Source: an optimization exercise on an open RTL-to-GDS flow (aim: small area, a short achievable clock period and few clock cycles per item). Production flows keep margins and buffers that such runs may drop.
At most, simulation tests tie the RTL to the original design; equivalence was not proved.
Function not checked in runs 1 to 4: the RTL went through the layout flow alone.

==> flow/design.v <==
module aes_sbox_p1 (
    input  wire [7:0]  a,
    output wire [11:0] m
);
    wire [7:0] t;
    assign t[0] = a[0] ^ a[5];
    assign t[1] = a[2] ^ a[5];
    assign t[2] = a[1] ^ a[6] ^ a[7];
    assign t[3] = a[2] ^ a[3] ^ a[5];
    assign t[4] = a[2] ^ a[3] ^ a[4] ^ a[6] ^ a[7];
    assign t[5] = a[1] ^ a[2] ^ a[3] ^ a[4] ^ a[5] ^ a[6];
    assign t[6] = a[1] ^ a[4] ^ a[5] ^ a[6];
    assign t[7] = a[2] ^ a[3] ^ a[5] ^ a[7];
    aes_gf_inv_p1 u_inv (.a(t), .m(m));
endmodule
module aes_sbox_p2 (
    input  wire [11:0] m,
    output wire [7:0]  y
);
    wire [7:0] ti;
    aes_gf_inv_p2 u_inv (.m(m), .y(ti));
    assign y[0] = ~(ti[0] ^ ti[4] ^ ti[5] ^ ti[6]);
    assign y[1] = ~(ti[0] ^ ti[2]);
    assign y[2] = ti[0] ^ ti[1] ^ ti[2];
    assign y[3] = ti[0] ^ ti[4] ^ ti[6];
    assign y[4] = ti[0] ^ ti[2] ^ ti[3] ^ ti[4] ^ ti[5] ^ ti[6];
    assign y[5] = ~(ti[2] ^ ti[3] ^ ti[4] ^ ti[5] ^ ti[6]);
    assign y[6] = ~(ti[4] ^ ti[5] ^ ti[6] ^ ti[7]);
    assign y[7] = ti[1] ^ ti[4];
endmodule
module aes_sbox_aff (
    input  wire [7:0] ti,
    output wire [7:0] y
);
    assign y[0] = ~(ti[0] ^ ti[4] ^ ti[5] ^ ti[6]);
    assign y[1] = ~(ti[0] ^ ti[2]);
    assign y[2] = ti[0] ^ ti[1] ^ ti[2];
    assign y[3] = ti[0] ^ ti[4] ^ ti[6];
    assign y[4] = ti[0] ^ ti[2] ^ ti[3] ^ ti[4] ^ ti[5] ^ ti[6];
    assign y[5] = ~(ti[2] ^ ti[3] ^ ti[4] ^ ti[5] ^ ti[6]);
    assign y[6] = ~(ti[4] ^ ti[5] ^ ti[6] ^ ti[7]);
    assign y[7] = ti[1] ^ ti[4];
endmodule
module aes_sbox_aff_t (
    input  wire [7:0] ti,
    output wire [7:0] y
);
    assign y[0] = ti[0] ^ ti[2] ^ ti[3];
    assign y[1] = ~(ti[0] ^ ti[1] ^ ti[3] ^ ti[4] ^ ti[5] ^ ti[6]);
    assign y[2] = ti[0] ^ ti[1] ^ ti[2] ^ ti[5] ^ ti[6] ^ ti[7];
    assign y[3] = ~(ti[1] ^ ti[3] ^ ti[5]);
    assign y[4] = ~(ti[0] ^ ti[3] ^ ti[6] ^ ti[7]);
    assign y[5] = ~(ti[1] ^ ti[5] ^ ti[7]);
    assign y[6] = ~(ti[2] ^ ti[4] ^ ti[5] ^ ti[6] ^ ti[7]);
    assign y[7] = ~(ti[3] ^ ti[4] ^ ti[5]);
endmodule
module aes_sbox_top (
    input  wire [7:0] a,
    output wire [7:0] t
);
    assign t[0] = a[0] ^ a[5];
    assign t[1] = a[2] ^ a[5];
    assign t[2] = a[1] ^ a[6] ^ a[7];
    assign t[3] = a[2] ^ a[3] ^ a[5];
    assign t[4] = a[2] ^ a[3] ^ a[4] ^ a[6] ^ a[7];
    assign t[5] = a[1] ^ a[2] ^ a[3] ^ a[4] ^ a[5] ^ a[6];
    assign t[6] = a[1] ^ a[4] ^ a[5] ^ a[6];
    assign t[7] = a[2] ^ a[3] ^ a[5] ^ a[7];
endmodule
module aes_sbox_ed_top (
    input  wire       dec,
    input  wire [7:0] ae,      
    input  wire [7:0] ad,      
    output wire [7:0] t
);
    wire [7:0] te, td;
    assign te[0] = ae[0] ^ ae[5];
    assign te[1] = ae[2] ^ ae[5];
    assign te[2] = ae[1] ^ ae[6] ^ ae[7];
    assign te[3] = ae[2] ^ ae[3] ^ ae[5];
    assign te[4] = ae[2] ^ ae[3] ^ ae[4] ^ ae[6] ^ ae[7];
    assign te[5] = ae[1] ^ ae[2] ^ ae[3] ^ ae[4] ^ ae[5] ^ ae[6];
    assign te[6] = ae[1] ^ ae[4] ^ ae[5] ^ ae[6];
    assign te[7] = ae[2] ^ ae[3] ^ ae[5] ^ ae[7];
    assign td[0] = ~(ad[4] ^ ad[5]);
    assign td[1] = ~(ad[1] ^ ad[2]);
    assign td[2] = ad[1] ^ ad[4] ^ ad[5];
    assign td[3] = ~(ad[0] ^ ad[1] ^ ad[5]);
    assign td[4] = ~(ad[1] ^ ad[2] ^ ad[7]);
    assign td[5] = ~(ad[0] ^ ad[3]);
    assign td[6] = ad[1] ^ ad[2] ^ ad[3] ^ ad[4] ^ ad[5] ^ ad[7];
    assign td[7] = ~(ad[0] ^ ad[4] ^ ad[5] ^ ad[6]);
    assign t = dec ? td : te;
endmodule
module aes_sbox_ed_bot (
    input  wire       dec,
    input  wire [7:0] ti,
    output wire [7:0] y
);
    wire [7:0] ye, yd;
    assign ye[0] = ~(ti[0] ^ ti[4] ^ ti[5] ^ ti[6]);
    assign ye[1] = ~(ti[0] ^ ti[2]);
    assign ye[2] = ti[0] ^ ti[1] ^ ti[2];
    assign ye[3] = ti[0] ^ ti[4] ^ ti[6];
    assign ye[4] = ti[0] ^ ti[2] ^ ti[3] ^ ti[4] ^ ti[5] ^ ti[6];
    assign ye[5] = ~(ti[2] ^ ti[3] ^ ti[4] ^ ti[5] ^ ti[6]);
    assign ye[6] = ~(ti[4] ^ ti[5] ^ ti[6] ^ ti[7]);
    assign ye[7] = ti[1] ^ ti[4];
    assign yd[0] = ti[0] ^ ti[3] ^ ti[5] ^ ti[6];
    assign yd[1] = ti[4] ^ ti[6] ^ ti[7];
    assign yd[2] = ti[1] ^ ti[3] ^ ti[5] ^ ti[6];
    assign yd[3] = ti[1] ^ ti[3];
    assign yd[4] = ti[2] ^ ti[5] ^ ti[7];
    assign yd[5] = ti[3] ^ ti[5] ^ ti[6];
    assign yd[6] = ti[2] ^ ti[3] ^ ti[4] ^ ti[6];
    assign yd[7] = ti[3] ^ ti[7];
    assign y = dec ? yd : ye;
endmodule
module aes_sbox_ed_p1 (
    input  wire        dec,
    input  wire [7:0]  ae,      
    input  wire [7:0]  ad,      
    output wire [11:0] m
);
    wire [7:0] te, td;
    assign te[0] = ae[0] ^ ae[5];
    assign te[1] = ae[2] ^ ae[5];
    assign te[2] = ae[1] ^ ae[6] ^ ae[7];
    assign te[3] = ae[2] ^ ae[3] ^ ae[5];
    assign te[4] = ae[2] ^ ae[3] ^ ae[4] ^ ae[6] ^ ae[7];
    assign te[5] = ae[1] ^ ae[2] ^ ae[3] ^ ae[4] ^ ae[5] ^ ae[6];
    assign te[6] = ae[1] ^ ae[4] ^ ae[5] ^ ae[6];
    assign te[7] = ae[2] ^ ae[3] ^ ae[5] ^ ae[7];
    assign td[0] = ~(ad[4] ^ ad[5]);
    assign td[1] = ~(ad[1] ^ ad[2]);
    assign td[2] = ad[1] ^ ad[4] ^ ad[5];
    assign td[3] = ~(ad[0] ^ ad[1] ^ ad[5]);
    assign td[4] = ~(ad[1] ^ ad[2] ^ ad[7]);
    assign td[5] = ~(ad[0] ^ ad[3]);
    assign td[6] = ad[1] ^ ad[2] ^ ad[3] ^ ad[4] ^ ad[5] ^ ad[7];
    assign td[7] = ~(ad[0] ^ ad[4] ^ ad[5] ^ ad[6]);
    aes_gf_inv_p1 u_inv (.a(dec ? td : te), .m(m));
endmodule
module aes_sbox_ed_p2 (
    input  wire        dec,
    input  wire [11:0] m,
    output wire [7:0]  y
);
    wire [7:0] ti, ye, yd;
    aes_gf_inv_p2 u_inv (.m(m), .y(ti));
    assign ye[0] = ~(ti[0] ^ ti[4] ^ ti[5] ^ ti[6]);
    assign ye[1] = ~(ti[0] ^ ti[2]);
    assign ye[2] = ti[0] ^ ti[1] ^ ti[2];
    assign ye[3] = ti[0] ^ ti[4] ^ ti[6];
    assign ye[4] = ti[0] ^ ti[2] ^ ti[3] ^ ti[4] ^ ti[5] ^ ti[6];
    assign ye[5] = ~(ti[2] ^ ti[3] ^ ti[4] ^ ti[5] ^ ti[6]);
    assign ye[6] = ~(ti[4] ^ ti[5] ^ ti[6] ^ ti[7]);
    assign ye[7] = ti[1] ^ ti[4];
    assign yd[0] = ti[0] ^ ti[3] ^ ti[5] ^ ti[6];
    assign yd[1] = ti[4] ^ ti[6] ^ ti[7];
    assign yd[2] = ti[1] ^ ti[3] ^ ti[5] ^ ti[6];
    assign yd[3] = ti[1] ^ ti[3];
    assign yd[4] = ti[2] ^ ti[5] ^ ti[7];
    assign yd[5] = ti[3] ^ ti[5] ^ ti[6];
    assign yd[6] = ti[2] ^ ti[3] ^ ti[4] ^ ti[6];
    assign yd[7] = ti[3] ^ ti[7];
    assign y = dec ? yd : ye;
endmodule
module aes_gf_inv_p1 (
    input  wire [7:0]  a,
    output wire [11:0] m
);
    function [3:0] gf16_mul;
        input [3:0] p;
        input [3:0] q;
        reg [6:0] r;
        begin
            r = ({3'b0, p} & {7{q[0]}})
              ^ ({2'b0, p, 1'b0} & {7{q[1]}})
              ^ ({1'b0, p, 2'b0} & {7{q[2]}})
              ^ ({p, 3'b0} & {7{q[3]}});
            gf16_mul = {r[3] ^ r[4], r[2] ^ r[4], r[1] ^ r[4] ^ r[6], r[0] ^ r[4] ^ r[5]};
        end
    endfunction
    wire [3:0] ah  = a[7:4];
    wire [3:0] al  = a[3:0];
    wire [3:0] ahl = ah ^ al;
    wire [3:0] sq  = {ah[0] ^ ah[3], ah[2] ^ ah[3], ah[3], ah[1] ^ ah[3]};
    assign m = {ah, ahl, gf16_mul(ahl, al) ^ sq};
endmodule
module aes_gf_inv_p2a (
    input  wire [11:0] m,
    output wire [11:0] n       
);
    function [3:0] gf16_mul;
        input [3:0] p;
        input [3:0] q;
        reg [6:0] r;
        begin
            r = ({3'b0, p} & {7{q[0]}})
              ^ ({2'b0, p, 1'b0} & {7{q[1]}})
              ^ ({1'b0, p, 2'b0} & {7{q[2]}})
              ^ ({p, 3'b0} & {7{q[3]}});
            gf16_mul = {r[3] ^ r[4], r[2] ^ r[4], r[1] ^ r[4] ^ r[6], r[0] ^ r[4] ^ r[5]};
        end
    endfunction
    function [3:0] gf16_inv;
        input [3:0] p;
        begin
            gf16_inv[0] = (p[0]) ^ (p[1]) ^ (p[0] & p[2]) ^ (p[2] & p[3]) ^ (p[0] & p[2] & p[3]) ^ (p[1] & p[2] & p[3]);
            gf16_inv[1] = (p[1]) ^ (p[0] & p[2]) ^ (p[1] & p[2]) ^ (p[0] & p[1] & p[2]) ^ (p[0] & p[3]) ^ (p[0] & p[1] & p[3]) ^ (p[1] & p[2] & p[3]);
            gf16_inv[2] = (p[1]) ^ (p[0] & p[1]) ^ (p[0] & p[2]) ^ (p[0] & p[1] & p[2]) ^ (p[3]) ^ (p[0] & p[2] & p[3]);
            gf16_inv[3] = (p[1]) ^ (p[2]) ^ (p[0] & p[2]) ^ (p[1] & p[3]) ^ (p[0] & p[1] & p[3]) ^ (p[0] & p[2] & p[3]);
        end
    endfunction
    assign n = {m[11:4], gf16_inv(m[3:0])};
endmodule
module aes_gf_inv_p2b (
    input  wire [11:0] n,
    output wire [7:0]  y
);
    function [3:0] gf16_mul;
        input [3:0] p;
        input [3:0] q;
        reg [6:0] r;
        begin
            r = ({3'b0, p} & {7{q[0]}})
              ^ ({2'b0, p, 1'b0} & {7{q[1]}})
              ^ ({1'b0, p, 2'b0} & {7{q[2]}})
              ^ ({p, 3'b0} & {7{q[3]}});
            gf16_mul = {r[3] ^ r[4], r[2] ^ r[4], r[1] ^ r[4] ^ r[6], r[0] ^ r[4] ^ r[5]};
        end
    endfunction
    assign y = {gf16_mul(n[11:8], n[3:0]), gf16_mul(n[7:4], n[3:0])};
endmodule
module aes_gf_inv_p2 (
    input  wire [11:0] m,
    output wire [7:0]  y
);
    function [3:0] gf16_mul;
        input [3:0] p;
        input [3:0] q;
        reg [6:0] r;
        begin
            r = ({3'b0, p} & {7{q[0]}})
              ^ ({2'b0, p, 1'b0} & {7{q[1]}})
              ^ ({1'b0, p, 2'b0} & {7{q[2]}})
              ^ ({p, 3'b0} & {7{q[3]}});
            gf16_mul = {r[3] ^ r[4], r[2] ^ r[4], r[1] ^ r[4] ^ r[6], r[0] ^ r[4] ^ r[5]};
        end
    endfunction
    function [3:0] gf16_inv;
        input [3:0] p;
        begin
            gf16_inv[0] = (p[0]) ^ (p[1]) ^ (p[0] & p[2]) ^ (p[2] & p[3]) ^ (p[0] & p[2] & p[3]) ^ (p[1] & p[2] & p[3]);
            gf16_inv[1] = (p[1]) ^ (p[0] & p[2]) ^ (p[1] & p[2]) ^ (p[0] & p[1] & p[2]) ^ (p[0] & p[3]) ^ (p[0] & p[1] & p[3]) ^ (p[1] & p[2] & p[3]);
            gf16_inv[2] = (p[1]) ^ (p[0] & p[1]) ^ (p[0] & p[2]) ^ (p[0] & p[1] & p[2]) ^ (p[3]) ^ (p[0] & p[2] & p[3]);
            gf16_inv[3] = (p[1]) ^ (p[2]) ^ (p[0] & p[2]) ^ (p[1] & p[3]) ^ (p[0] & p[1] & p[3]) ^ (p[0] & p[2] & p[3]);
        end
    endfunction
    wire [3:0] ah  = m[11:8];
    wire [3:0] ahl = m[7:4];
    wire [3:0] di  = gf16_inv(m[3:0]);
    assign y = {gf16_mul(ah, di), gf16_mul(ahl, di)};
endmodule
module aes128_cipher (
    input  wire         clk,
    input  wire         rst,           
    input  wire         in_valid,
    output wire         in_ready,
    input  wire         in_decrypt,    
    input  wire [127:0] in_key,
    input  wire [127:0] in_block,
    output reg          out_valid,
    output reg  [127:0] out_block
);
    function [7:0] xtime;
        input [7:0] a;
        xtime = {a[6:0], 1'b0} ^ (a[7] ? 8'h1b : 8'h00);
    endfunction
    function [31:0] mix_col;
        input [31:0] c;
        reg [7:0] a0, a1, a2, a3, t;
        begin
            a0 = c[31:24]; a1 = c[23:16]; a2 = c[15:8]; a3 = c[7:0];
            t = a0 ^ a1 ^ a2 ^ a3;
            mix_col[31:24] = a0 ^ t ^ xtime(a0 ^ a1);
            mix_col[23:16] = a1 ^ t ^ xtime(a1 ^ a2);
            mix_col[15:8]  = a2 ^ t ^ xtime(a2 ^ a3);
            mix_col[7:0]   = a3 ^ t ^ xtime(a3 ^ a0);
        end
    endfunction
    function [31:0] d_col;
        input [31:0] c;
        reg [7:0] a0, a1, a2, a3, e, u, v;
        begin
            a0 = c[31:24]; a1 = c[23:16]; a2 = c[15:8]; a3 = c[7:0];
            e = xtime(xtime(xtime(a0 ^ a1 ^ a2 ^ a3)));
            u = xtime(xtime(a0 ^ a2));
            v = xtime(xtime(a1 ^ a3));
            d_col = {e ^ u, e ^ v, e ^ u, e ^ v};
        end
    endfunction
    function [7:0] rcon;
        input [3:0] n;
        case (n)
            4'd1:    rcon = 8'h01;
            4'd2:    rcon = 8'h02;
            4'd3:    rcon = 8'h04;
            4'd4:    rcon = 8'h08;
            4'd5:    rcon = 8'h10;
            4'd6:    rcon = 8'h20;
            4'd7:    rcon = 8'h40;
            4'd8:    rcon = 8'h80;
            4'd9:    rcon = 8'h1b;
            4'd10:   rcon = 8'h36;
            default: rcon = 8'h00;
        endcase
    endfunction
    reg         r0_v, r0_dec;
    reg [3:0]   r0_rnd;
    reg [127:0] r0_st, r0_k;
    reg [47:0]  r0_km;     
    reg         r1_v, r1_dec, r1_last;
    reg [3:0]   r1_rnd;
    reg [191:0] r1_m;
    reg [31:0]  r1_kt;
    reg [127:0] r1_base;
    reg         r2_v, r2_dec, r2_last;
    reg [3:0]   r2_rnd;
    reg [127:0] r2_w, r2_k;
    reg         ir;        
    reg         ov;        
    reg         dec_q;     
    reg         mq;        
    reg         e_ok;      
    reg         e_rs;      
    reg         e_ph;      
    reg [3:0]   e_cnt;     
    reg [127:0] e_tag, e_k;
    reg [31:0]  e_kt;      
    reg [47:0]  e_km;      
    assign in_ready = ir;
    genvar g, r, c;
    wire [127:0] sr1, isr1;
    generate
        for (c = 0; c < 4; c = c + 1) begin : g_perm_c
            for (r = 0; r < 4; r = r + 1) begin : g_perm_r
                assign sr1[127-8*(r+4*c) -: 8]  = r0_st[127-8*(r+4*((c+r)%4)) -: 8];
                assign isr1[127-8*(r+4*c) -: 8] = r0_st[127-8*(r+4*((c+4-r)%4)) -: 8];
            end
        end
    endgenerate
    wire [191:0] m1;
    generate
        for (g = 0; g < 16; g = g + 1) begin : g_sb1
            aes_sbox_ed_p1 u_sb (.dec(r0_dec), .ae(sr1[127-8*g -: 8]), .ad(isr1[127-8*g -: 8]),
                                 .m(m1[191-12*g -: 12]));
        end
    endgenerate
    wire [31:0] k0w0 = r0_k[127:96];
    wire [31:0] k0w1 = r0_k[95:64];
    wire [31:0] k0w2 = r0_k[63:32];
    wire [31:0] k0w3 = r0_k[31:0];
    wire [31:0] kt1;
    generate
        for (g = 0; g < 4; g = g + 1) begin : g_ksb1
            aes_gf_inv_p2 u_inv (.m(r0_km[47-12*g -: 12]), .y(kt1[31-8*g -: 8]));
        end
    endgenerate
    wire [31:0]  rcw   = {rcon(r0_rnd), 24'h0};
    wire [127:0] base1 = r0_dec
        ? {k0w0 ^ rcw, k0w1 ^ k0w0, k0w2 ^ k0w1, k0w3 ^ k0w2}
        : {k0w0 ^ rcw, k0w0 ^ k0w1 ^ rcw, k0w0 ^ k0w1 ^ k0w2 ^ rcw, k0w0 ^ k0w1 ^ k0w2 ^ k0w3 ^ rcw};
    wire last1 = r0_dec ? (r0_rnd == 4'd1) : (r0_rnd == 4'd10);
    wire [127:0] w2;
    generate
        for (g = 0; g < 16; g = g + 1) begin : g_sb2
            aes_sbox_ed_p2 u_sb (.dec(r1_dec), .m(r1_m[191-12*g -: 12]), .y(w2[127-8*g -: 8]));
        end
    endgenerate
    wire [31:0] kt2;
    generate
        for (g = 0; g < 4; g = g + 1) begin : g_ksb2
            aes_sbox_aff u_aff (.ti(r1_kt[31-8*g -: 8]), .y(kt2[31-8*g -: 8]));
        end
    endgenerate
    wire [31:0]  kt2m = r1_dec ? 32'd0 : kt2;
    wire [127:0] k2   = r1_base ^ {kt2, kt2m, kt2m, kt2m};
    wire [127:0] z3 = r2_w ^ r2_k;
    wire [127:0] mi3 = r2_dec ? z3 : r2_w;
    wire [127:0] y3;
    generate
        for (c = 0; c < 4; c = c + 1) begin : g_mix
            assign y3[127-32*c -: 32] = mix_col(mi3[127-32*c -: 32])
                                      ^ (r2_dec ? d_col(z3[127-32*c -: 32]) : r2_k[127-32*c -: 32]);
        end
    endgenerate
    wire [31:0] k2w2 = r2_k[63:32];
    wire [31:0] k2w3 = r2_k[31:0];
    wire [31:0] ks_in3 = ir ? (dec_q ? (e_k[31:0] ^ e_k[63:32]) : in_key[31:0])
                            : (r2_dec ? (k2w3 ^ k2w2) : k2w3);
    wire [31:0] ks_rot3 = {ks_in3[23:0], ks_in3[31:24]};
    wire [47:0] km3;
    generate
        for (g = 0; g < 4; g = g + 1) begin : g_ksb3
            aes_sbox_p1 u_sb (.a(ks_rot3[31-8*g -: 8]), .m(km3[47-12*g -: 12]));
        end
    endgenerate
    wire [47:0] e_km1;
    wire [31:0] e_ti, e_t, e_tt;
    generate
        for (g = 0; g < 4; g = g + 1) begin : g_esb
            wire [11:0] m;
            aes_gf_inv_p1   u_p1  (.a(e_kt[31-8*g -: 8]), .m(m));
            aes_gf_inv_p2a  u_p2a (.m(m), .n(e_km1[47-12*g -: 12]));
            aes_gf_inv_p2b  u_p2b (.n(e_km[47-12*g -: 12]), .y(e_ti[31-8*g -: 8]));
            aes_sbox_aff    u_aff (.ti(e_ti[31-8*g -: 8]), .y(e_t[31-8*g -: 8]));
            aes_sbox_aff_t  u_afft(.ti(e_ti[31-8*g -: 8]), .y(e_tt[31-8*g -: 8]));
        end
    endgenerate
    wire [31:0]  e_c0 = e_k[127:96] ^ {rcon(e_cnt), 24'h0};
    wire [31:0]  e_c1 = e_c0 ^ e_k[95:64];
    wire [31:0]  e_c2 = e_c1 ^ e_k[63:32];
    wire [31:0]  e_c3 = e_c2 ^ e_k[31:0];
    wire [31:0]  e_n0 = e_c0 ^ e_t;
    wire [31:0]  e_n1 = e_c1 ^ e_t;
    wire [31:0]  e_n2 = e_c2 ^ e_t;
    wire [31:0]  e_n3 = e_c3 ^ e_t;
    wire [31:0]  e_c3r = {e_c3[23:0], e_c3[31:24]};
    wire [31:0]  e_ttr = {e_tt[23:0], e_tt[31:24]};
    wire [31:0]  e_c3t;
    wire [31:0]  e_rin = {in_key[23:0], in_key[31:24]};
    wire [31:0]  e_kt0;
    generate
        for (g = 0; g < 4; g = g + 1) begin : g_etop
            aes_sbox_top u_c3 (.a(e_c3r[31-8*g -: 8]), .t(e_c3t[31-8*g -: 8]));
            aes_sbox_top u_in (.a(e_rin[31-8*g -: 8]), .t(e_kt0[31-8*g -: 8]));
        end
    endgenerate
    wire [31:0]  e_ktn = e_c3t ^ e_ttr;
    wire restart = ov && !e_rs && (!e_ok || !mq);
    wire dec_fit = ov && !e_rs && mq && e_ok && (e_cnt == 4'd11 || (e_cnt == 4'd10 && e_ph));
    wire slot_next = !r1_v || r1_last;
    always @(posedge clk) begin
        r1_v    <= r0_v && !rst;
        r1_dec  <= r0_dec;
        r1_last <= last1;
        r1_rnd  <= r0_rnd;
        r1_m    <= m1;
        r1_kt   <= kt1;
        r1_base <= base1;
        r2_v    <= r1_v && !rst;
        r2_dec  <= r1_dec;
        r2_last <= r1_last;
        r2_rnd  <= r1_rnd;
        r2_w    <= w2;
        r2_k    <= k2;
        if (ir) begin
            r0_v     <= in_valid && !rst;
            r0_dec   <= dec_q;
            r0_rnd   <= dec_q ? 4'd10 : 4'd1;
            r0_st    <= in_block ^ (dec_q ? e_k : in_key);
            r0_k     <= dec_q ? e_k : in_key;
            r0_km    <= km3;
        end else begin
            r0_v     <= r2_v && !r2_last && !rst;
            r0_dec   <= r2_dec;
            r0_rnd   <= r2_dec ? r2_rnd - 4'd1 : r2_rnd + 4'd1;
            r0_st    <= y3;
            r0_k     <= r2_k;
            r0_km    <= km3;
        end
        out_valid <= r2_v && r2_last && !rst;
        out_block <= z3;
        ir    <= !rst && in_valid && !ir && slot_next && (!in_decrypt || dec_fit);
        ov    <= !rst && in_valid && !ir;
        dec_q <= in_decrypt;
        mq    <= (in_key == e_tag);
        e_rs <= restart && !rst;
        if (rst)
            e_ok <= 1'b0;
        else if (restart)
            e_ok <= 1'b1;
    end
    always @(posedge clk) begin
        if (restart) begin
            e_tag <= in_key;
            e_k   <= in_key;
            e_kt  <= e_kt0;
            e_cnt <= 4'd1;
            e_ph  <= 1'b0;
        end else if (e_cnt != 4'd11) begin
            e_ph <= !e_ph;
            if (!e_ph) begin
                e_km <= e_km1;
            end else begin
                e_k   <= {e_n0, e_n1, e_n2, e_n3};
                e_kt  <= e_ktn;
                e_cnt <= e_cnt + 4'd1;
            end
        end
    end
endmodule
==> flow/run.sh <==
#!/bin/bash
# synth_recipe.tcl (not shown) runs the flow's synth.tcl, then flattens the netlist and writes it again
# the make line also repeats each setting of config.mk as NAME=value (left out here)
make -C /OpenROAD-flow-scripts/flow DESIGN_CONFIG=/design/flow/config.mk WORK_HOME=/design/flow/orfs CLKGATE_MAP_FILE= SYNTH_SCRIPT=/design/flow/synth_recipe.tcl finish
==> flow/config.mk <==
export PLATFORM = sky130hd
export DESIGN_NAME = aes128_cipher
export DESIGN_NICKNAME = aes128_cipher
export VERILOG_FILES = /design/flow/design.v
export SDC_FILE = /design/flow/constraint.sdc
export NUM_CORES = 4
export LEC_CHECK = 0
export CAP_MARGIN = 20
export CELL_PAD_IN_SITES_DETAIL_PLACEMENT = 2
export CELL_PAD_IN_SITES_GLOBAL_PLACEMENT = 2
export CORE_MARGIN = 2
export CORE_UTILIZATION = 45
export PLACE_DENSITY = 0.65
export SETUP_SLACK_MARGIN = 5
export SLEW_MARGIN = 20
==> flow/constraint.sdc <==
create_clock -name core_clock -period 10.0 [get_ports {clk}]
set_input_delay 2.0000 -clock core_clock [delete_from_list [all_inputs] [get_ports {clk}]]
set_output_delay 2.0000 -clock core_clock [all_outputs]
set_load 0.01 [all_outputs]
==> summary.txt, run 1 <==
status=complete, no violations; post-DR wirelength/cell=roughly 31 um; syn_area_per_cell=between 9 and 10 um^2; drt via density=around 5.6; first-pass GRT wire length=approximately 610000 um; CTS tree=yes; Via Count=roughly 76k; worst min path class=register to register; crit path kind=input pin to register; First-pass DRT Iterations=5; Fin Clk Skew=~0.068 ns; XOR/XNOR share of the synthesized area=0.4166; Nets=11.08k; non-filler cells, final=roughly 14k; Final Hold Viols=0; Cell variety after synth=88; final worst-path cycle share=0.4794; Buf+Inv Stages, Crit Path=2; Slew headroom=0.1507; mux cell area share after synthesis=0.02095; WP data arrival=~5.5 ns; area grow syn2layout=13.35%; critical path cell sequence=clkdlybuf4s50_1 > nor2b_1 > a21oi_1 > xor2_1 > xor2_1 > nand2_1 > o21ai_0 > xnor2_1 > ha_1 > inv_1 > mux2i_1 > o22ai_1 > xnor2_2 > xnor2_1; DRT Wirelength=around 430000 um; initial antenna violation count=46; largest family of logic cells by synthesized area=XOR/XNOR gates; Maximum Capacitance Violations=0; number of DRC markers in iteration 0=5935; I/O Pins=390; gr usage total=0.3896; critical path peak fanout=6; Root Buffer=clkbuf_16; Post-synth ARST share=0; hpwl dp=between 300000 and 400000 um; TritonCTS Buffers=approximately 170; # rows=roughly 170; core area=209600 um^2; CTS sink count=~1.4k; setup TNS after final layout=0 ns; adder-cell share of the synthesized area=0.02130; CTS Hold Buffers Added=0; Synth Area in Compound Gates=0.06278; Yosys reg bits=1424; share of cells above drive strength 1=0.04500; RSZ-0062 raised after global routing=false; Die Wd=about 460 um; crit path launch type=input pin; clk buf depth=3; Setup crit end kind=register; Overflow after GRT=0; Fmax=~210 MHz; minimum clock period=roughly 4.8 ns; # placed instances=13.29k; max-slew violation count=0; Die ar.=214600 um^2; Req. time, crit path=roughly 11 ns; Initial Util=0.4529; fillers=22.14k; Buffers on Ports=about 390; Mapped Area=about 95000 um^2; worst-margin pin slew=1.238 ns; Max stage delay on crit path=between 0.6 and 0.7 ns; sequential element share of the synthesized area=0.3358; drt drc=0; Clock Latency Late Sink=a little under 0.9 ns; placed cell areas=just over 100000 um^2; Ys Warns=5; Post-synth EDFFs=about 340; final setup fails=0; vias in the first global route=around 84k; Final ANT Viol Nets=0; ys flop type=dfxtp_1; Final Cell Area=roughly 110000 um^2; post-synthesis simple-gate area fraction=0.1106; DIE HEIGHT=463.3 um; H-Tree Depth=4; syn_nets=around 11k; Gate Count Post-Synth=10.43k; largest net degree at the start of global routing=around 130; Clock transition at path regs=0.06 ns; gpl congestion=0.9893; CP delay by family, top=XOR/XNOR gates; slowest CP cell=clkdlybuf4s50_1
[synth_stat cells (9+ instances only)]
master,n,share of area
o21ai_0,442,0.023
nand4b_1,9,0.00083
mux2i_1,184,0.019
nor3_1,23,0.0012
o211a_1,13,0.0014
xor2_2,14,0.0024
a211oi_1,14,0.0011
xnor2_1,2832,0.26
xor2_1,1354,0.12
nor4_1,17,0.0011
o211ai_1,13,0.0010
o21a_1,9,0.00071
xnor3_2,10,0.0025
clkbuf_1,308,0.012
nor2b_1,125,0.0082
o22a_1,10,0.00092
nand3_1,87,0.0046
ha_1,160,0.021
or2_2,10,0.00066
nand2_1,1173,0.046
o21ai_1,20,0.0011
mux2_2,13,0.0015
xor3_1,20,0.0050
nor3b_1,16,0.0013
buf_1,49,0.0019
xnor3_1,71,0.017
a21o_1,26,0.0021
a21oi_1,459,0.024
o22ai_1,20,0.0013
edfxtp_1,336,0.11
nor2_1,815,0.032
and2_1,18,0.0012
dfxtp_1,1088,0.23
inv_1,348,0.014
a31oi_1,13,0.00086
nand4_1,36,0.0024
buf_2,59,0.0031
and3b_1,19,0.0018
a211oi_2,9,0.0012
xnor2_2,10,0.0017
nand2b_1,72,0.0047
[layer usage]
metal	wire, um	global-route usage
met1	172900	0.4798
met2	196100	0.6303
met3	24400	0.06177
met4	33270	0.2564
met5	99	0
[cells in the final DEF, fill, tap and decap left out, types with 25 or more instances in the layout]
| master | synthesis | final |
|---|---|---|
| nand3_1 | 87 | 87 |
| xor2_1 | 1354 | 1354 |
| a21o_1 | 26 | 26 |
| clkinv_2 | 0 | 25 |
| clkbuf_16 | 0 | 174 |
| a21oi_1 | 459 | 459 |
| nand2_1 | 1173 | 1172 |
| dfxtp_1 | 1088 | 1083 |
| nor2_1 | 815 | 814 |
| o21ai_0 | 442 | 440 |
| buf_4 | 4 | 90 |
| nand2b_1 | 72 | 72 |
| inv_1 | 348 | 347 |
| xnor2_1 | 2832 | 2828 |
| mux2i_1 | 184 | 178 |
| clkdlybuf4s50_1 | 0 | 388 |
| clkbuf_1 | 308 | 32 |
| nand4_1 | 36 | 36 |
| edfxtp_1 | 336 | 336 |
| ha_1 | 160 | 160 |
| xnor3_1 | 71 | 71 |
| nor2b_1 | 125 | 125 |
[registers in the layout, summed over array words and instances, names as in the netlist, 8 cells and up]
register and count:
e_k 128, e_km 48, e_kt 32, e_tag 128, out_block 128, r0_k 128, r0_km 48, r0_st 128
r1_base 128, r1_kt 32, r1_m 192, r2_k 128, r2_w 128, rcon$func$/design/flow/design.v:371$5470.$result 8, rcon$func$/design/flow/design.v:422$5479.$result 8
[logic make-up (layout without fill, tap and decap cells)]
logic type	count (synthesis)	count (layout)
multiplexers	197	197
AND/OR/NAND/NOR	2466	2466
adder cells (fa/ha/maj)	161	161
other	0	10
flip-flops	1424	1424
AO/OA/AOI/OAI	1086	1086
XOR/XNOR	4318	4318
buffers and inverters	775	1149
[through the flow]
stage	setup WS, ns	util	hold WS, ns
final	5.206	0.5134	0.3531
after global routing	5.005	0.5133	0.3566
after CTS	5.001	0.5129	0.3498
after detailed placement	4.080	0.4838	0.3226
after global placement	4.224	0.4837	0.3166
after floorplan	5.274	-	0.3096
[final timing paths]
| check | cells past startpoint | to | start | slack (ns) |
|---|---|---|---|---|
| worst max register to register | 13 | r0_km[3] | r2_dec | 5.25 |
| worst min-delay path | 0 | r2_rnd[3] | r1_rnd[3] | 0.35 |
| worst min register to register | 0 | r2_rnd[3] | r1_rnd[3] | 0.35 |
| worst max-delay path | 14 | r0_km[3] | in_key[30] | 5.21 |
[final cells by class]
class	instances	area, um^2	area share
Multi-Input combinational cell	8228	60100	0.5586
Sequential cell	1424	31890	0.2964
Clock buffer	229	4791	0.04453
Timing Repair Buffer	483	4643	0.04316
Tap cell	2805	3510	0.03262
Inverter	349	1320	0.01227
Clock inverter	88	1316	0.01223
Antenna cell	10	25.02	0.0002326
[repair_timing]
| item | in CTS | in global routing |
|---|---|---|
| resized for setup | 0 | 7 |
| endpoints found under the setup margin | 0 | 13 |
| buffers inserted | 0 | 0 |
| hold endpoints to repair | 0 | 0 |
==> inputs of run 2 (changes only) <==
--- a/flow/design.v
+++ b/flow/design.v
@@ -322,11 +322,16 @@
     reg [127:0] r0_st, r0_k;
-    reg [47:0]  r0_km;     
+    reg [31:0]  r0_kt;     
     reg         r1_v, r1_dec, r1_last;
     reg [3:0]   r1_rnd;
-    reg [191:0] r1_m;
-    reg [31:0]  r1_kt;
-    reg [127:0] r1_base;
+    reg [127:0] r1_t;      
+    reg [47:0]  r1_km;     
+    reg [127:0] r1_base;   
     reg         r2_v, r2_dec, r2_last;
+    reg [191:0] r2_n;      
+    reg [31:0]  r2_kt;     
+    reg [127:0] r2_base;
+    reg         r3_v, r3_dec, r3_last;
+    reg [3:0]   r3_rnd;
     reg [3:0]   r2_rnd;
-    reg [127:0] r2_w, r2_k;
+    reg [127:0] r3_w, r3_k;
     reg         ir;        
@@ -353,19 +358,19 @@
     endgenerate
-    wire [191:0] m1;
+    wire [127:0] t1;
     generate
         for (g = 0; g < 16; g = g + 1) begin : g_sb1
-            aes_sbox_ed_p1 u_sb (.dec(r0_dec), .ae(sr1[127-8*g -: 8]), .ad(isr1[127-8*g -: 8]),
-                                 .m(m1[191-12*g -: 12]));
+            aes_sbox_ed_top u_sb (.dec(r0_dec), .ae(sr1[127-8*g -: 8]), .ad(isr1[127-8*g -: 8]),
+                                  .t(t1[127-8*g -: 8]));
         end
     endgenerate
-    wire [31:0] k0w0 = r0_k[127:96];
-    wire [31:0] k0w1 = r0_k[95:64];
-    wire [31:0] k0w2 = r0_k[63:32];
-    wire [31:0] k0w3 = r0_k[31:0];
-    wire [31:0] kt1;
+    wire [47:0] km1;
     generate
         for (g = 0; g < 4; g = g + 1) begin : g_ksb1
-            aes_gf_inv_p2 u_inv (.m(r0_km[47-12*g -: 12]), .y(kt1[31-8*g -: 8]));
+            aes_gf_inv_p1 u_inv (.a(r0_kt[31-8*g -: 8]), .m(km1[47-12*g -: 12]));
         end
     endgenerate
+    wire [31:0]  k0w0 = r0_k[127:96];
+    wire [31:0]  k0w1 = r0_k[95:64];
+    wire [31:0]  k0w2 = r0_k[63:32];
+    wire [31:0]  k0w3 = r0_k[31:0];
     wire [31:0]  rcw   = {rcon(r0_rnd), 24'h0};
@@ -375,6 +380,8 @@
     wire last1 = r0_dec ? (r0_rnd == 4'd1) : (r0_rnd == 4'd10);
-    wire [127:0] w2;
+    wire [191:0] n2;
     generate
         for (g = 0; g < 16; g = g + 1) begin : g_sb2
-            aes_sbox_ed_p2 u_sb (.dec(r1_dec), .m(r1_m[191-12*g -: 12]), .y(w2[127-8*g -: 8]));
+            wire [11:0] m;
+            aes_gf_inv_p1  u_p1  (.a(r1_t[127-8*g -: 8]), .m(m));
+            aes_gf_inv_p2a u_p2a (.m(m), .n(n2[191-12*g -: 12]));
         end
@@ -384,25 +391,37 @@
         for (g = 0; g < 4; g = g + 1) begin : g_ksb2
-            aes_sbox_aff u_aff (.ti(r1_kt[31-8*g -: 8]), .y(kt2[31-8*g -: 8]));
+            aes_gf_inv_p2 u_inv (.m(r1_km[47-12*g -: 12]), .y(kt2[31-8*g -: 8]));
         end
     endgenerate
-    wire [31:0]  kt2m = r1_dec ? 32'd0 : kt2;
-    wire [127:0] k2   = r1_base ^ {kt2, kt2m, kt2m, kt2m};
-    wire [127:0] z3 = r2_w ^ r2_k;
-    wire [127:0] mi3 = r2_dec ? z3 : r2_w;
-    wire [127:0] y3;
+    wire [127:0] w3;
     generate
-        for (c = 0; c < 4; c = c + 1) begin : g_mix
-            assign y3[127-32*c -: 32] = mix_col(mi3[127-32*c -: 32])
-                                      ^ (r2_dec ? d_col(z3[127-32*c -: 32]) : r2_k[127-32*c -: 32]);
+        for (g = 0; g < 16; g = g + 1) begin : g_sb3
+            wire [7:0] ti;
+            aes_gf_inv_p2b  u_p2b (.n(r2_n[191-12*g -: 12]), .y(ti));
+            aes_sbox_ed_bot u_bot (.dec(r2_dec), .ti(ti), .y(w3[127-8*g -: 8]));
         end
     endgenerate
-    wire [31:0] k2w2 = r2_k[63:32];
-    wire [31:0] k2w3 = r2_k[31:0];
-    wire [31:0] ks_in3 = ir ? (dec_q ? (e_k[31:0] ^ e_k[63:32]) : in_key[31:0])
-                            : (r2_dec ? (k2w3 ^ k2w2) : k2w3);
-    wire [31:0] ks_rot3 = {ks_in3[23:0], ks_in3[31:24]};
-    wire [47:0] km3;
+    wire [31:0] ks3;
     generate
         for (g = 0; g < 4; g = g + 1) begin : g_ksb3
-            aes_sbox_p1 u_sb (.a(ks_rot3[31-8*g -: 8]), .m(km3[47-12*g -: 12]));
+            aes_sbox_aff u_aff (.ti(r2_kt[31-8*g -: 8]), .y(ks3[31-8*g -: 8]));
+        end
+    endgenerate
+    wire [31:0]  ks3m = r2_dec ? 32'd0 : ks3;
+    wire [127:0] k3   = r2_base ^ {ks3, ks3m, ks3m, ks3m};
+    wire [127:0] z4  = r3_w ^ r3_k;
+    wire [127:0] mi4 = r3_dec ? z4 : r3_w;
+    wire [127:0] y4;
+    generate
+        for (c = 0; c < 4; c = c + 1) begin : g_mix
+            assign y4[127-32*c -: 32] = mix_col(mi4[127-32*c -: 32])
+                                      ^ (r3_dec ? d_col(z4[127-32*c -: 32]) : r3_k[127-32*c -: 32]);
+        end
+    endgenerate
+    wire [31:0] ks_in4 = ir ? (dec_q ? (e_k[31:0] ^ e_k[63:32]) : in_key[31:0])
+                            : (r3_dec ? (r3_k[31:0] ^ r3_k[63:32]) : r3_k[31:0]);
+    wire [31:0] ks_rot4 = {ks_in4[23:0], ks_in4[31:24]};
+    wire [31:0] kt4;
+    generate
+        for (g = 0; g < 4; g = g + 1) begin : g_ksb4
+            aes_sbox_top u_top (.a(ks_rot4[31-8*g -: 8]), .t(kt4[31-8*g -: 8]));
         end
@@ -443,3 +462,3 @@
     wire dec_fit = ov && !e_rs && mq && e_ok && (e_cnt == 4'd11 || (e_cnt == 4'd10 && e_ph));
-    wire slot_next = !r1_v || r1_last;
+    wire slot_next = !r2_v || r2_last;
     always @(posedge clk) begin
@@ -449,4 +468,4 @@
         r1_rnd  <= r0_rnd;
-        r1_m    <= m1;
-        r1_kt   <= kt1;
+        r1_t    <= t1;
+        r1_km   <= km1;
         r1_base <= base1;
@@ -456,4 +475,12 @@
         r2_rnd  <= r1_rnd;
-        r2_w    <= w2;
-        r2_k    <= k2;
+        r2_n    <= n2;
+        r2_kt   <= kt2;
+        r2_base <= r1_base;
+        r3_v    <= r2_v && !rst;
+        r3_dec  <= r2_dec;
+        r3_last <= r2_last;
+        r3_rnd  <= r2_rnd;
+        r3_w    <= w3;
+        r3_k    <= k3;
+        r0_kt <= kt4;
         if (ir) begin
@@ -464,13 +491,11 @@
             r0_k     <= dec_q ? e_k : in_key;
-            r0_km    <= km3;
         end else begin
-            r0_v     <= r2_v && !r2_last && !rst;
-            r0_dec   <= r2_dec;
-            r0_rnd   <= r2_dec ? r2_rnd - 4'd1 : r2_rnd + 4'd1;
-            r0_st    <= y3;
-            r0_k     <= r2_k;
-            r0_km    <= km3;
+            r0_v     <= r3_v && !r3_last && !rst;
+            r0_dec   <= r3_dec;
+            r0_rnd   <= r3_dec ? r3_rnd - 4'd1 : r3_rnd + 4'd1;
+            r0_st    <= y4;
+            r0_k     <= r3_k;
         end
-        out_valid <= r2_v && r2_last && !rst;
-        out_block <= z3;
+        out_valid <= r3_v && r3_last && !rst;
+        out_block <= z4;
         ir    <= !rst && in_valid && !ir && slot_next && (!in_decrypt || dec_fit);
==> summary.txt, run 2 <==
Post-synth EDFFs=336 (unchanged); Clock transition at path regs=0.07 ns (about the same); number of DRC markers in iteration 0=5991 (+0.94%); area grow syn2layout=13.89%; H-Tree Depth=4 (unchanged); FF-to-FF End=e_k[107]; critical path peak fanout=134 (+128); final worst-path cycle share=0.4596 (-0.01983); status=complete, no violations; Buf+Inv Stages, Crit Path=3 (+1); worst min path class=register to register; largest net degree at the start of global routing=163 (+26%); CTS Hold Buffers Added=0 (unchanged); Req. time, crit path=10.52 ns (-0.22 ns); Final Hold Viols=0 (unchanged); Via Count=76.47k (+0.16%); Mapped Area=100000 um^2 (+5.4%); final setup fails=0 (unchanged); RSZ-0062 raised after global routing=false; Maximum Capacitance Violations=0 (unchanged); Cell variety after synth=52 (-41%); area fraction of the dominant cell type after synthesis=0.2768 (+0.01552); # rows=173 (+3.0%); worst hold stages=0 (unchanged); Max stage delay on crit path=0.83 ns (+0.17 ns); slowest CP cell=buf_4; TritonCTS Buffers=196 (+16%); gpl congestion=1.024 (+3.5%); Resized cells post-CTS=0 (unchanged); minimum clock period=4.596 ns (-0.1983 ns); Nets=11.24k (+1.5%); Setup crit end kind=register; main area contributors after synthesis=dfxtp_1, xnor2_1, xor2_1; placed cell areas=106800 um^2 (+5.3%); Die Wd=475.4 um (+2.6%); crit path launch type=register; Buffers on Ports=389 (unchanged); WP depth=6 (-8); number of flip-flops in the largest register=192 (unchanged); Synth top cells by count=xnor2_1, dfxtp_1, xor2_1, nand2_1, nor2_1; Overflow after GRT=0 (unchanged); Initial Util=0.4512 (-0.001707); R2R setup slack=5.40 ns (+0.15 ns); WP data arrival=5.11 ns (-0.42 ns); DRT Wirelength=431900 um (+1.2%); Die ar.=226000 um^2 (+5.3%); hold worst-path end=r2_base[73]; sequential element share of the synthesized area=0.3777 (+0.04195); first-pass GRT wire length=609200 um (-0.49%); commonest non-fill, non-tap cells in the layout=xnor2_1, dfxtp_1, xor2_1, nand2_1, nor2_1; Final Cell Area=113900 um^2 (+5.9%); CP most frequent cell=buf_4; Post-CTS Setup Inserts=0 (unchanged); Hold Path Origin=r1_base[73]; critical path cell sequence=nor2b_1 > nand2_4 > inv_8 > or2_4 > buf_4 > buf_4; hpwl dp=337700 um (+4.7%); drt drc=0 (unchanged); Yosys top cell by area=dfxtp_1; commonest non-fill, non-tap cell in the layout=xnor2_1; ys flop type=dfxtp_1; CTS sink count=1719 (+21%); gr usage total=0.3750 (-0.01454); Fin Clk Skew=0.07105 ns (+0.003429 ns); syn_nets=11.01k (+1.5%); Post-synth ARST share=0 (unchanged); max-slew violation count=0 (unchanged); Final ANT Viol Nets=0 (unchanged); First-pass DRT Iterations=5 (unchanged); drt via density=5.460 (-2.6%); Clock Latency Late Sink=0.91 ns (+0.02 ns); setup TNS after final layout=0 ns (unchanged); worst-margin pin slew=1.342 ns (+0.1040 ns); crit path kind=register to register; Gate Count Post-Synth=10.62k (+1.8%); DIE HEIGHT=475.4 um (+2.6%); clk buf depth=3 (unchanged); worst reg2reg path startpoint=ov; I/O Pins=390 (unchanged); Ys Warns=5 (unchanged); initial antenna violation count=48 (+4.3%); vias in the first global route=82.67k (-1.3%); Yosys reg bits=1719 (+21%); Largest Register=r2_n; count leader, synth=xnor2_1; syn_area_per_cell=9.420 um^2 (+3.5%); post-DR wirelength/cell=30.84 um (-1.6%); Worst Reg2Reg Path Length in Cells=6 (-7); Slew headroom=0.07943 (-0.07131); share of cells above drive strength 1=0.04533 (+0.0003307); Fmax=217.6 MHz (+4.3%); core area=221700 um^2 (+5.8%); CP delay by family, top=buffers and inverters; Root Buffer=clkbuf_16; CTS tree=yes
## run 2: cell types whose count changed after synthesis, moves of 39 or more
cell	delta
dfxtp_1	+295
nor2_1	-157
nor2b_1	+154
xnor2_1	-146
nand2_1	+128
clkbuf_1	+105
a21oi_1	+77
o21ai_0	-75
nand3_1	-63
inv_1	-60
xnor3_1	+57
mux2i_1	+39
## run 2: through the flow
stage | instances | util | setup WS [ns] | hold WS, ns
4_1_cts | 13980 | 0.5136 | 5.305 | 0.3275
3_5_place_dp | 13620 | 0.4817 | 5.373 | 0.3132
6_report | 14010 | 0.5139 | 5.404 | 0.3258
3_3_place_gp | 13620 | 0.4817 | 5.432 | 0.3099
5_1_grt | 13990 | 0.5137 | 5.132 | 0.3282
2_1_floorplan | 10620 | - | 5.007 | 0.3096
## run 2: layout make-up
| class | count | area, um^2 |
|---|---|---|
| fillers | 23130 | 107700 |
| clock buffers | 269 | 5635 |
| diodes | 21 | 52.55 |
| multi-input cells | 8125 | 59330 |
| well taps | 2975 | 3722 |
| inverters | 289 | 1096 |
| clock inverters | 96 | 1419 |
| repair buffers | 511 | 4858 |
| flip-flops and latches | 1719 | 37800 |
## run 2: kinds of logic after synthesis
| kind of cell | share of synthesized area |
|---|---|
| flip-flops | 0.3777 |
| AO/OA/AOI/OAI | 0.05530 |
| adder cells (fa/ha/maj) | 0.01721 |
| AND/OR/NAND/NOR | 0.1067 |
| multiplexers | 0.02303 |
| XOR/XNOR | 0.3907 |
| buffers and inverters | 0.02944 |
## run 2: worst max-delay path by stage
| stage | from | slack [ns] | end |
|---|---|---|---|
| finish | ov | 5.40 | e_k[107] |
| global route | ov | 5.13 | e_k[107] |
| CTS | ov | 5.31 | e_k[106] |
| detailed placement | ov | 5.37 | e_kt[18] |
| global placement | ov | 5.43 | e_kt[9] |
| floorplan | ov | 5.01 | e_kt[3] |
## run 2: per-layer routing
| metal | wire length, um | track usage | share of wire | up-vias |
|---|---|---|---|---|
| met5 | 202 | 0 | 0.00047 | - |
| met4 | 34130 | 0.2521 | 0.079 | 32 |
| met3 | 24040 | 0.05891 | 0.056 | 834 |
| met2 | 200800 | 0.6120 | 0.46 | 2321 |
| met1 | 172800 | 0.4565 | 0.40 | 39210 |
| li1 | - | - | - | 34070 |
==> inputs of run 3 (changes only) <==
==> flow/flow/run.sh (new file) <==
#!/bin/bash
set -euo pipefail
bash standard.sh SETUP_SLACK_MARGIN=6.5 finish > flow_standard.log 2>&1
==> flow/standard.sh (new file) <==
#!/bin/bash
# synth_recipe.tcl (not shown) runs the flow's synth.tcl, then flattens the netlist and writes it again
# the make line also repeats each setting of config.mk as NAME=value (left out here)
make -C /OpenROAD-flow-scripts/flow DESIGN_CONFIG=/design/flow/config.mk WORK_HOME=/design/flow/orfs CLKGATE_MAP_FILE= SYNTH_SCRIPT=/design/flow/synth_recipe.tcl "${@:-finish}"
--- a/flow/config.mk
+++ b/flow/config.mk
@@ -13,3 +13,2 @@
 export PLACE_DENSITY = 0.65
-export SETUP_SLACK_MARGIN = 5
 export SLEW_MARGIN = 20
removed: flow/run.sh
==> summary.txt, run 3 <==
status=complete, no violations; final worst-path cycle share=0.3657 (-0.09387); Die Wd=475.4 um (unchanged); main area contributors after synthesis=dfxtp_1, xnor2_1, xor2_1; Req. time, crit path=10.75 ns (+0.23 ns); CP most frequent cell=xnor2_1; Maximum Capacitance Violations=0 (unchanged); Initial Util=0.4512 (unchanged); First-pass DRT Iterations=6 (+1); H-Tree Depth=4 (unchanged); Post-synth EDFFs=336 (unchanged); placed cell areas=106600 um^2 (-0.18%); Yosys top cell by area=dfxtp_1; DRT Wirelength=431500 um (about the same); I/O Pins=390 (unchanged); max-slew violation count=0 (unchanged); Ys Warns=5 (unchanged); Final Hold Viols=0 (unchanged); area fraction of the dominant cell type after synthesis=0.2768 (unchanged); minimum clock period=3.657 ns (-0.9387 ns); Max stage delay on crit path=0.79 ns (-0.04 ns); Setup crit end kind=register; DIE HEIGHT=475.4 um (unchanged); WP data arrival=4.41 ns (-0.70 ns); commonest non-fill, non-tap cell in the layout=xnor2_1; worst min path class=register to register; R2R setup slack=6.34 ns (+0.94 ns); drt via density=5.452 (-0.14%); initial antenna violation count=51 (+6.3%); vias in the first global route=83.16k (+0.60%); hold worst-path end=r2_base[87]; Fin Clk Skew=0.06782 ns (-0.003228 ns); Gate Count Post-Synth=10.62k (unchanged); hpwl dp=333600 um (-1.2%); Nets=11.23k (-0.12%); post-DR wirelength/cell=30.85 um (about the same); Slew headroom=0.1015 (+0.02203); gr usage total=0.3749 (about the same); Yosys reg bits=1719 (unchanged); Hold WS=0.3189 ns (-0.006949 ns); Root Buffer=clkbuf_16; syn_area_per_cell=9.420 um^2 (unchanged); Via Count=76.26k (-0.28%); Hold Path Origin=r1_base[87]; Largest Register=r2_n; drt drc=0 (unchanged); fillers=23.10k (-0.16%); Clock Latency Late Sink=0.92 ns (about the same); Post-synth ARST share=0 (unchanged); Overflow after GRT=0 (unchanged); Cell variety after synth=52 (unchanged); gpl congestion=1.002 (-2.2%); multi-input logic area=59860 um^2 (+0.89%); area grow syn2layout=14.11%; Critical path origin=r3_k[43]; TritonCTS Buffers=195 (-0.51%); worst reg2reg path startpoint=r3_k[43]; crit path kind=register to register; # rows=173 (unchanged); critical path cell sequence=xor2_1 > xnor2_1 > xnor2_1 > xnor3_1 > nand2_1 > o21ai_0 > xnor2_1 > o21ai_0; share of cells above drive strength 1=0.05430 (+0.008976); worst-margin pin slew=1.348 ns (+0.005353 ns); CTS tree=yes; CTS Hold Buffers Added=0 (unchanged); Mapped Area=100000 um^2 (unchanged); number of DRC markers in iteration 0=5900 (-1.5%); setup TNS after final layout=0 ns (unchanged); first-pass GRT wire length=609000 um (about the same); Clock transition at path regs=0.07 ns (about the same); clk buf depth=3 (unchanged); ys flop type=dfxtp_1; Finished Core Util=0.5149 (+0.0009710); crit path launch type=register; final setup fails=0 (unchanged); Final ANT Viol Nets=0 (unchanged); Synth top cells by count=xnor2_1, dfxtp_1, xor2_1, nand2_1, nor2_1; CTS sink count=1719 (unchanged); Reg area=37830 um^2 (about the same); worst hold stages=0 (unchanged); FF-to-FF End=r0_st[62]; Fmax=273.4 MHz (+26%); CP delay by family, top=XOR/XNOR gates; sequential element share of the synthesized area=0.3777 (unchanged); slowest CP cell=xor2_1; Worst Reg2Reg Path Length in Cells=8 (+2); Final Cell Area=114100 um^2 (+0.19%); syn_nets=11.01k (unchanged); Die ar.=226000 um^2 (unchanged); number of flip-flops in the largest register=192 (unchanged); commonest non-fill, non-tap cells in the layout=xnor2_1, dfxtp_1, xor2_1, nand2_1, nor2_1; Buf+Inv Stages, Crit Path=0 (-3); largest net degree at the start of global routing=145 (-11%); core area=221700 um^2 (unchanged); critical path peak fanout=6 (-96%); RSZ-0062 raised after global routing=true; Buffers on Ports=389 (unchanged); count leader, synth=xnor2_1
==> run 3: worst max-delay path by stage <==
stage	end	slack, ns	cells after the start
CTS	out_block[30]	6.49	1
global route	r0_st[80]	6.40	9
finish	r0_st[62]	6.34	8
floorplan	r0_kt[29]	6.60	7
detailed placement	r0_st[28]	5.39	6
global placement	r0_st[28]	5.44	6
==> run 3: kinds of logic (layout without fill, tap and decap cells) <==
family          Yosys count  count (layout)  share of synthesized area
buf+inv                 773            1150                    0.02944
xor+xnor               4221            4221                     0.3907
mux                     229             229                    0.02303
fa+ha+maj               137             137                    0.01721
simple gates           2499            2499                     0.1067
flops                  1719            1719                     0.3777
compound gates         1039            1039                    0.05530
other cells               0              17                          0
==> run 3: per-stage QoR <==
step | setup WS (ns) | std cells
2_1_floorplan | 6.596 | 10620
3_3_place_gp | 5.445 | 13590
3_5_place_dp | 5.389 | 13590
4_1_cts | 6.490 | 13960
5_1_grt | 6.398 | 13970
6_report | 6.343 | 13990
==> run 3: final cells by class <==
class	count	area share
Multi-Input combinational cell	8125	0.5245
Sequential cell	1719	0.3315
Clock buffer	268	0.04864
Timing Repair Buffer	498	0.04197
Tap cell	2975	0.03262
Clock inverter	95	0.01071
Inverter	289	0.009703
Antenna cell	17	0.0003728
==> run 3: timing repair <==
item | CTS | global route
gates cloned | 1 | 0
setup endpoints to repair | 327 | 107
resized for setup | 306 | 90
buffers inserted | 6 | 3
pin swaps | 0 | 2
==> run 3: layer usage <==
layer,GRT usage,part of all wire
met1,0.4564,0.40
met2,0.6111,0.46
met3,0.05580,0.058
met4,0.2588,0.083
met5,0,0.00051
==> run 3: worst reg2reg max path, delay by kind of cell, from the launching register on <==
| family | cells | cell delay, ns |
|---|---|---|
| xor+xnor | 5 | 2.31 |
| simple gates | 1 | 0.12 |
| compound gates | 2 | 0.27 |
| flops | 1 | 0.78 |
==> inputs of run 4 (changes only) <==
==> flow/flow/run.sh (replaced) <==
#!/bin/bash
set -euo pipefail
bash standard.sh SETUP_SLACK_MARGIN=7.5 finish > flow_standard.log 2>&1
==> summary.txt, run 4 <==
sequential element share of the synthesized area=0.3777 (unchanged); status=aborted with a tool error; Buffers on Ports=389 (unchanged); Synth top cells by count=xnor2_1, dfxtp_1, xor2_1, nand2_1, nor2_1; Ys Warns=5 (unchanged); ys flop type=dfxtp_1; Post-synth ARST share=0 (unchanged); Die Wd=475.4 um (unchanged); clk buf depth=3 (unchanged); stopping stage=clock tree synthesis (4_1_cts); placed cell areas=107600 um^2 (+0.95%); main area contributors after synthesis=dfxtp_1, xnor2_1, xor2_1; Gate Count Post-Synth=10.62k (unchanged); DIE HEIGHT=475.4 um (unchanged); Halt Reason=[ERROR DPL-0033] detailed placement checks failed during check placement.; area fraction of the dominant cell type after synthesis=0.2768 (unchanged); I/O Pins=390 (unchanged); CTS sink count=1719 (unchanged); count leader, synth=xnor2_1; Yosys reg bits=1719 (unchanged); TritonCTS Buffers=195 (unchanged); gpl congestion=0.9858 (-1.6%); Yosys top cell by area=dfxtp_1; Root Buffer=clkbuf_16; CTS Hold Buffers Added=0 (unchanged); Initial Util=0.4512 (unchanged); syn_area_per_cell=9.420 um^2 (unchanged); hpwl dp=331300 um (-0.69%); Cell variety after synth=52 (unchanged); H-Tree Depth=4 (unchanged); # rows=173 (unchanged); Post-CTS Setup Inserts=628 (+622); syn_nets=11.01k (unchanged); Mapped Area=100000 um^2 (unchanged); Resized cells post-CTS=3119 (+920%); Post-synth EDFFs=336 (unchanged)
run 4: cells by family after synthesis:
| logic type | synth area share |
|---|---|
| XOR/XNOR | 0.3907 |
| multiplexers | 0.02303 |
| AO/OA/AOI/OAI | 0.05530 |
| AND/OR/NAND/NOR | 0.1067 |
| buffers and inverters | 0.02944 |
| adder cells (fa/ha/maj) | 0.01721 |
| flip-flops | 0.3777 |
run 4: how the worst min path moves through the flow:
stage	slack [ns]	depth (start not counted)	start	endpoint
after global placement	0.31	0	r1_base[94]	r2_base[94]
after floorplan	0.31	0	r1_base[0]	r2_base[0]
after detailed placement	0.31	0	r1_base[107]	r2_base[107]
run 4: metrics by stage:
step / cells / setup slack [ns]
detailed placement: 13590 / 5.307
global placement: 13590 / 5.335
floorplan: 10620 / 6.898
==> inputs of run 5 (changes only) <==
--- a/flow/design.v
+++ b/flow/design.v
@@ -305,15 +305,6 @@
         input [3:0] n;
-        case (n)
-            4'd1:    rcon = 8'h01;
-            4'd2:    rcon = 8'h02;
-            4'd3:    rcon = 8'h04;
-            4'd4:    rcon = 8'h08;
-            4'd5:    rcon = 8'h10;
-            4'd6:    rcon = 8'h20;
-            4'd7:    rcon = 8'h40;
-            4'd8:    rcon = 8'h80;
-            4'd9:    rcon = 8'h1b;
-            4'd10:   rcon = 8'h36;
-            default: rcon = 8'h00;
-        endcase
+        rcon = ({8{n == 4'd1}}  & 8'h01) | ({8{n == 4'd2}} & 8'h02) | ({8{n == 4'd3}} & 8'h04)
+             | ({8{n == 4'd4}}  & 8'h08) | ({8{n == 4'd5}} & 8'h10) | ({8{n == 4'd6}} & 8'h20)
+             | ({8{n == 4'd7}}  & 8'h40) | ({8{n == 4'd8}} & 8'h80) | ({8{n == 4'd9}} & 8'h1b)
+             | ({8{n == 4'd10}} & 8'h36);
     endfunction
==> flow/flow/run.sh (replaced) <==
#!/bin/bash
set -euo pipefail
bash standard.sh SETUP_SLACK_MARGIN=7.0 finish > flow_standard.log 2>&1
==> summary.txt, run 5 <==
worst hold stages=0; count leader, synth=xnor2_1; Hold Path Origin=r1_base[26]; hold worst-path end=r2_base[26]; commonest non-fill, non-tap cell in the layout=xnor2_1; First-pass DRT Iterations=5; Post-synth EDFFs=336 (unchanged); Yosys reg bits=1703 (-0.93%); CTS sink count=1703 (-0.93%); Buf+Inv Stages, Crit Path=1; CTS Hold Buffers Added=0 (unchanged); status=complete, no violations; Yosys top cell by area=dfxtp_1; Hold WS=between 0.3 and 0.4 ns; I/O Pins=390 (unchanged); Die ar.=roughly 230000 um^2; Gate Count Post-Synth=10.41k (-1.9%); setup TNS after final layout=0 ns; Initial Util=0.4528 (+0.001610); Die Wd=482.2 um (+1.4%); Maximum Capacitance Violations=0; ys flop type=dfxtp_1; slowest CP cell=dfxtp_4; CP delay by family, top=flip-flops; clk buf depth=3 (unchanged); Largest Register=r2_n; Setup crit end kind=primary output; R2R setup slack=just under 7 ns; drt drc=0; Setup WS post-layout=between 6 and 7 ns; worst min path class=register to register; CTS tree=yes; number of flip-flops in the largest register=~190; largest net degree at the start of global routing=147; WP data arrival=around 1.5 ns; Fmax=286.1 MHz; Post-synth ARST share=0 (unchanged); Cell variety after synth=76 (+46%); main area contributors after synthesis=dfxtp_1, xnor2_1, xor2_1; max-slew violation count=0; Nets=about 11k; Req. time, crit path=around 8 ns; initial antenna violation count=76; area grow syn2layout=21.16%; FF-to-FF End=r0_st[45]; Mapped Area=102900 um^2 (+2.9%); commonest non-fill, non-tap cells in the layout=xnor2_1, nand2_1, dfxtp_1, xor2_1, nor2_1; Max stage delay on crit path=0.44 ns; final setup fails=0; hpwl dp=343400 um (+3.7%); TritonCTS Buffers=195 (unchanged); worst-margin pin slew=around 1.4 ns; gpl congestion=0.9781 (-0.78%); mux cell area share after synthesis=0.02784 (+0.004808); DIE HEIGHT=482.2 um (+1.4%); largest family of logic cells by synthesized area=XOR/XNOR gates; adder-cell share of the synthesized area=0.01843 (+0.001216); worst reg2reg path startpoint=r3_w[50]; fillers=about 22k; final worst-path cycle share=0.3495; Synth top cells by count=xnor2_1, dfxtp_1, nand2_1, xor2_1, nor2_1; # rows=175 (+1.2%); Root Buffer=clkbuf_16; Synth Area in Compound Gates=0.05359 (-0.001707); Clock transition at path regs=about 0.070 ns; H-Tree Depth=4 (unchanged); Slew headroom=0.08821; Clock Latency Late Sink=0.93 ns; DRT Wirelength=479200 um; crit path kind=register to primary output; share of cells above drive strength 1=0.1552; XOR/XNOR share of the synthesized area=0.3996 (+0.008971); post-DR wirelength/cell=approximately 34 um; post-synthesis simple-gate area fraction=0.1063 (-0.0003482); Worst Reg2Reg Path Length in Cells=7; number of DRC markers in iteration 0=between 6k and 7k; syn_nets=10.82k (-1.8%); pre-CTS WS=5.612 ns (+0.3054 ns); Final ANT Viol Nets=0; core area=~230000 um^2; crit path launch type=register; area fraction of the dominant cell type after synthesis=0.2659 (-0.01093); Fin Clk Skew=around 0.091 ns; Finished Core Util=0.5486; first-pass GRT wire length=637600 um; Ys Warns=5 (unchanged); drt via density=around 5.7; sequential element share of the synthesized area=0.3639 (-0.01377); Final Hold Viols=0; syn_area_per_cell=9.887 um^2 (+5.0%); Via Count=around 80k; vias in the first global route=84.84k; RSZ-0062 raised after global routing=true; critical path peak fanout=1; minimum clock period=3.495 ns; Overflow after GRT=0; gr usage total=0.3825; Buffers on Ports=389 (unchanged); critical path cell sequence=buf_6
==> run 5: cell families after synthesis <==
kind of cell    count (synthesis)
xor+xnor                     4014
simple gates                 2497
flops                        1703
compound gates                977
buf+inv                       784
mux                           284
fa+ha+maj                     151
==> run 5: metrics by stage <==
step / area, um^2 / cells
finish: 124700 / 14080
global route: 124700 / 14070
detailed placement: 109800 / 13430
floorplan: 103400 / 10410
global placement: 109800 / 13430
CTS: 121200 / 13900
==> run 5: worst max-delay path by stage <==
stage | start | to | depth (start not counted)
6_report | out_block[125] | out_block[125] | 1
3_3_place_gp | in_key[13] | r0_st[13] | 7
5_1_grt | out_block[125] | out_block[125] | 1
4_1_cts | out_block[125] | out_block[125] | 1
3_5_place_dp | in_key[83] | mq | 6
2_1_floorplan | in_key[23] | r0_kt[28] | 7
==> run 5: final cells by class <==
class	count	area [um^2]	area share
multi-input cells	7924	67990	0.5452
flip-flops and latches	1703	37710	0.3024
repair buffers	763	7101	0.05694
clock buffers	265	5528	0.04433
well taps	3009	3765	0.03019
clock inverters	95	1405	0.01127
inverters	285	1111	0.008910
diodes	36	90.09	0.0007224
==> run 5: timing repair <==
action                                  CTS  global route
pin swaps                                84           131
setup endpoints to repair               671           467
gates cloned                              1             4
endpoints found under the hold margin     0             0
buffers inserted                        108           140
gates resized for setup                1263           449
==> run 5: layer usage <==
layer / track usage / vias up / wire (um)
met3: 0.06166 / 1053 / 31850
met5: 0 / - / 206
li1: - / 34360 / -
met1: 0.4743 / 41660 / 185500
met4: 0.2423 / 34 / 37740
met2: 0.6204 / 3118 / 223900
Testbench counts of run 5, summed over its fixed seeds: cycles 34,072, items 3,200.

## separate check: timing with driven ports
The results above use ideal ports. As a check the final layouts listed here were re-extracted and re-timed, cells and wires unchanged. Step 1 sets driving cells, clkbuf_16 on the clock port and buf_2 on the other inputs (assumed; they add their load-dependent delay and slew). Step 2 moves the port delays by t, midway between the first and last clock arrival at a register: inputs arrive t later, outputs are due t later. That takes back most of the time a late clock gives input paths. Slacks: ideal / step 1 / step 2; pairs: ideal / step 1.
run | t (ns) | setup WS [ns] | hold WS [ns] | worst register clock-pin slew, ns
run 1 | 0.966 | 5.206 / 5.249 / 4.326 | 0.353 / 0.353 / 0.353 | 0.08 / 0.08
run 2 | 0.983 | 5.404 / 5.404 / 5.404 | 0.326 / 0.326 / 0.326 | 0.08 / 0.08
run 3 | 0.974 | 6.343 / 6.343 / 5.490 | 0.319 / 0.319 / 0.319 | 0.07 / 0.07
run 5 | 0.979 | 6.505 / 6.417 / 5.973 | 0.306 / 0.306 / 0.306 | 0.08 / 0.08
After both steps setup and hold are still met in every run listed. For run 1, which loses most, drivers alone change the setup slack by +0.043 ns; drivers and shift together by -0.880 ns.
